Source: an optimization exercise on an open RTL-to-GDS flow (aim: small area). Production flows keep margins and buffers that such runs may drop. The RTL was checked by simulation tests, not by an equivalence proof against the original design. Power and IR drop assume default switching activity.

Design aqtc_qelem, start of the top module:
module aqtc_qelem (
    input  wire        clk,
    input  wire        rst,
    input  wire        in_valid,
    input  wire        in_qblk,
    input  wire [10:0] in_slot,
    input  wire [31:0] in_c,
    input  wire [7:0]  in_e,
    input  wire [3:0]  in_bap,
    output wire        out_valid,
    output wire [2:0]  out_err,
    output wire [10:0] out_slot,
    output wire [31:0] out_word,
    output wire        out_hwe,
    output wire [10:0] out_hslot,
    output wire [15:0] out_hval
);
    wire       elem   = in_valid & ~in_qblk & ~rst;
    wire       is0    = (in_bap == 4'd0);
    wire       is_sym = ~in_bap[3] & ~is0 & ~(in_bap[2] & in_bap[1]);    
    wire       bad_e  = (|in_e[7:5]) | (in_e[4] & in_e[3] & (|in_e[2:0]));
    wire       be     = ~is0 & bad_e;
    wire [4:0] k      = in_e[4:0];
    wire       s      = in_c[31];
    wire [23:0] w0 = in_c[23:0];
    wire [23:0] w1 = k[4] ? {w0[7:0],  16'd0} : w0;
    wire [23:0] w2 = k[3] ? {w1[15:0],  8'd0} : w1;
    wire [23:0] w3 = k[2] ? {w2[19:0],  4'd0} : w2;
    wire [23:0] w4 = k[1] ? {w3[21:0],  2'd0} : w3;
    wire [23:0] y  = k[0] ? {w4[22:0],  1'd0} : w4;
    wire any1 = (|in_c[30:24]) | (k[4] & |w0[23:8]) | (k[3] & |w1[23:16])
              | (k[2] & |w2[23:20]) | (k[1] & |w3[23:22]) | (k[0] & w4[23]);
    wire all1 = (&in_c[30:24]) & (~k[4] | &w0[23:8]) & (~k[3] | &w1[23:16])
              & (~k[2] | &w2[23:20]) & (~k[1] | &w3[23:22]) & (~k[0] | w4[23]);
    wire in_range = s ? all1 : ~any1;
    wire [3:0]  q;
    wire [15:0] code;
  ...
Size in the first run: roughly 130 flip-flops.
clock: 20.0 ns
lec_check: 0
abc_area: 1
cap_margin: 20
core_margin: 2
core_utilization: 60
slew_margin: 20
standard.sh (not shown) runs the stock make flow with config.mk's settings and CLKGATE_MAP_FILE= SYNTH_SCRIPT=/design/flow/synth_recipe.tcl, a recipe that flattens the netlist after the stock synthesis.
==> flow/flow/run.sh <==
#!/bin/bash
# Standard layout, with the smallest buffer for the port buffers, small
# clock-tree buffers without dummy loads, and cells with slack to spare
# downsized after placement repair.
set -e
export BUFFER_PORTS_ARGS="-buffer_cell sky130_fd_sc_hd__buf_1"
export CTS_ARGS="-sink_clustering_enable -repair_clock_nets -dont_use_dummy_load -buf_list sky130_fd_sc_hd__clkbuf_4 -sink_clustering_max_diameter 40"
export POST_RESIZE_TCL="$PWD/flow/recover.tcl"
bash standard.sh > standard.log 2>&1
==> flow/flow/recover.tcl <==
# After the standard repair_design: downsize cells that have slack to spare.
estimate_parasitics -placement
repair_timing -recover_power 100
The baseline went through all stages and came out clean.
Change:
==> flow/flow/run.sh (replaced) <==
#!/bin/bash
# Standard layout, with: the combinational logic re-mapped for area before
# floorplanning (restructure.tcl), the smallest buffer for the port buffers,
# cells with slack to spare downsized after placement repair (recover.tcl),
# and small clock-tree buffers without dummy loads.
set -e
export PRE_FLOORPLAN_TCL="$PWD/flow/restructure.tcl"
export BUFFER_PORTS_ARGS="-buffer_cell sky130_fd_sc_hd__buf_1"
export POST_RESIZE_TCL="$PWD/flow/recover.tcl"
export CTS_ARGS="-sink_clustering_enable -repair_clock_nets -dont_use_dummy_load -buf_list sky130_fd_sc_hd__clkbuf_4 -sink_clustering_max_diameter 40"
bash standard.sh > standard.log 2>&1
==> flow/flow/restructure.tcl (new file) <==
# Area recovery on the synthesized netlist: re-map its combinational logic
# with ABC for area (OpenROAD restructure, two passes), using the platform library
# without its don't-use cells.  Registers are not touched.
set lib_in  [lindex $::env(LIB_FILES) 0]
set rmp_dir $::env(OBJECTS_DIR)/rmp
file mkdir $rmp_dir
set lib_out $rmp_dir/rmp_cells.lib
set fi [open $lib_in r]
set fo [open $lib_out w]
set skip 0
set depth 0
while { [gets $fi line] >= 0 } {
  if { !$skip && [regexp {^\s*cell\s*\(\s*"?([A-Za-z0-9_]+)"?\s*\)} $line -> name] } {
    foreach p $::env(DONT_USE_CELLS) {
      if { [string match $p $name] } {
        set skip 1
        set depth 0
        break
      }
    }
  }
  if { $skip } {
    incr depth [regexp -all {\{} $line]
    incr depth -[regexp -all {\}} $line]
    if { $depth <= 0 && [regexp {\}} $line] } {
      set skip 0
    }
    continue
  }
  puts $fo $line
}
close $fi
close $fo
report_design_area
restructure -target area -liberty_file $lib_out \
  -tielo_port sky130_fd_sc_hd__conb_1/LO -tiehi_port sky130_fd_sc_hd__conb_1/HI \
  -work_dir $rmp_dir
report_design_area
restructure -target area -liberty_file $lib_out \
  -tielo_port sky130_fd_sc_hd__conb_1/LO -tiehi_port sky130_fd_sc_hd__conb_1/HI \
  -work_dir $rmp_dir
report_design_area
Result:
- The new run did not get past floorplan (2_1_floorplan), error EST-0104
- area after synthesis came out lower by about 10%
- synthesized cell count is lower by about 16%
Change:
--- a/flow/flow/run.sh
+++ b/flow/flow/run.sh
@@ -2 +2 @@
-# Standard layout, with: the combinational logic re-mapped for area before
+# Standard layout, with: the combinational logic re-mapped for area after
@@ -7 +7 @@
-export PRE_FLOORPLAN_TCL="$PWD/flow/restructure.tcl"
+export POST_FLOORPLAN_TCL="$PWD/flow/restructure.tcl"
--- a/flow/flow/restructure.tcl
+++ b/flow/flow/restructure.tcl
@@ -2 +2 @@
-# with ABC for area (OpenROAD restructure, two passes), using the platform library
+# with ABC for area (OpenROAD restructure), using the platform library
@@ -39,3 +39,22 @@
-restructure -target area -liberty_file $lib_out \
-  -tielo_port sky130_fd_sc_hd__conb_1/LO -tiehi_port sky130_fd_sc_hd__conb_1/HI \
-  -work_dir $rmp_dir
+# restructure leaves the tie cells it replaced driving nets with no load:
+# remove those.
+set block [ord::get_db_block]
+set n_removed 0
+foreach inst [$block getInsts] {
+  if { [[$inst getMaster] getName] != "sky130_fd_sc_hd__conb_1" } { continue }
+  set used 0
+  set nets {}
+  foreach it [$inst getITerms] {
+    set net [$it getNet]
+    if { $net == "NULL" } { continue }
+    if { [$net getSigType] != "SIGNAL" } { continue }
+    lappend nets $net
+    if { [llength [$net getITerms]] > 1 || [llength [$net getBTerms]] > 0 } { set used 1 }
+  }
+  if { !$used } {
+    odb::dbInst_destroy $inst
+    foreach net $nets { odb::dbNet_destroy $net }
+    incr n_removed
+  }
+}
+puts "removed $n_removed unused tie cells"
Outcome: This time the run produced a clean layout; synthesized cell count went up by about a fifth; synthesized area went up by roughly a tenth.
Change:
--- a/flow/flow/restructure.tcl
+++ b/flow/flow/restructure.tcl
@@ -39,23 +38,0 @@
-# restructure leaves the tie cells it replaced driving nets with no load:
-# remove those.
-set block [ord::get_db_block]
-set n_removed 0
-foreach inst [$block getInsts] {
-  if { [[$inst getMaster] getName] != "sky130_fd_sc_hd__conb_1" } { continue }
-  set used 0
-  set nets {}
-  foreach it [$inst getITerms] {
-    set net [$it getNet]
-    if { $net == "NULL" } { continue }
-    if { [$net getSigType] != "SIGNAL" } { continue }
-    lappend nets $net
-    if { [llength [$net getITerms]] > 1 || [llength [$net getBTerms]] > 0 } { set used 1 }
-  }
-  if { !$used } {
-    odb::dbInst_destroy $inst
-    foreach net $nets { odb::dbNet_destroy $net }
-    incr n_removed
-  }
-}
-puts "removed $n_removed unused tie cells"
-report_design_area
Effect: Die area stays the same. Power barely changes. Worst setup slack improves by 0.074 ns.

[port drivers added, routing unchanged]
No port has a modelled driver above. Below, the same layouts with a new extraction and two added sets of constraints.
Step 1: set_driving_cell puts a clkbuf_16 on clk and a buf_2 on each other input, an assumption about the parent block.
Step 2 moves the port delays by t, midway between the first and last clock arrival at a register: inputs arrive t later, outputs are due t later. That takes back most of the time a late clock gives input paths.
Three values: ideal, step 1, step 2; two values: the first two.
| run | shift t [ns] | setup WS [ns] | hold WS [ns] |
|---|---|---|---|
| the first run | 0.506 | 9.083 / 9.049 / 9.207 | 0.485 / 0.485 / 0.485 |
| the third run | 0.508 | 6.853 / 6.855 / 6.346 | 0.492 / 0.492 / 0.492 |
| the fourth run | 0.549 | 6.927 / 6.933 / 6.383 | 0.494 / 0.494 / 0.494 |
After both steps setup and hold are still met in every run listed. For the fourth run, which loses most, drivers alone change the setup slack by +0.006 ns; drivers and shift together by -0.544 ns.
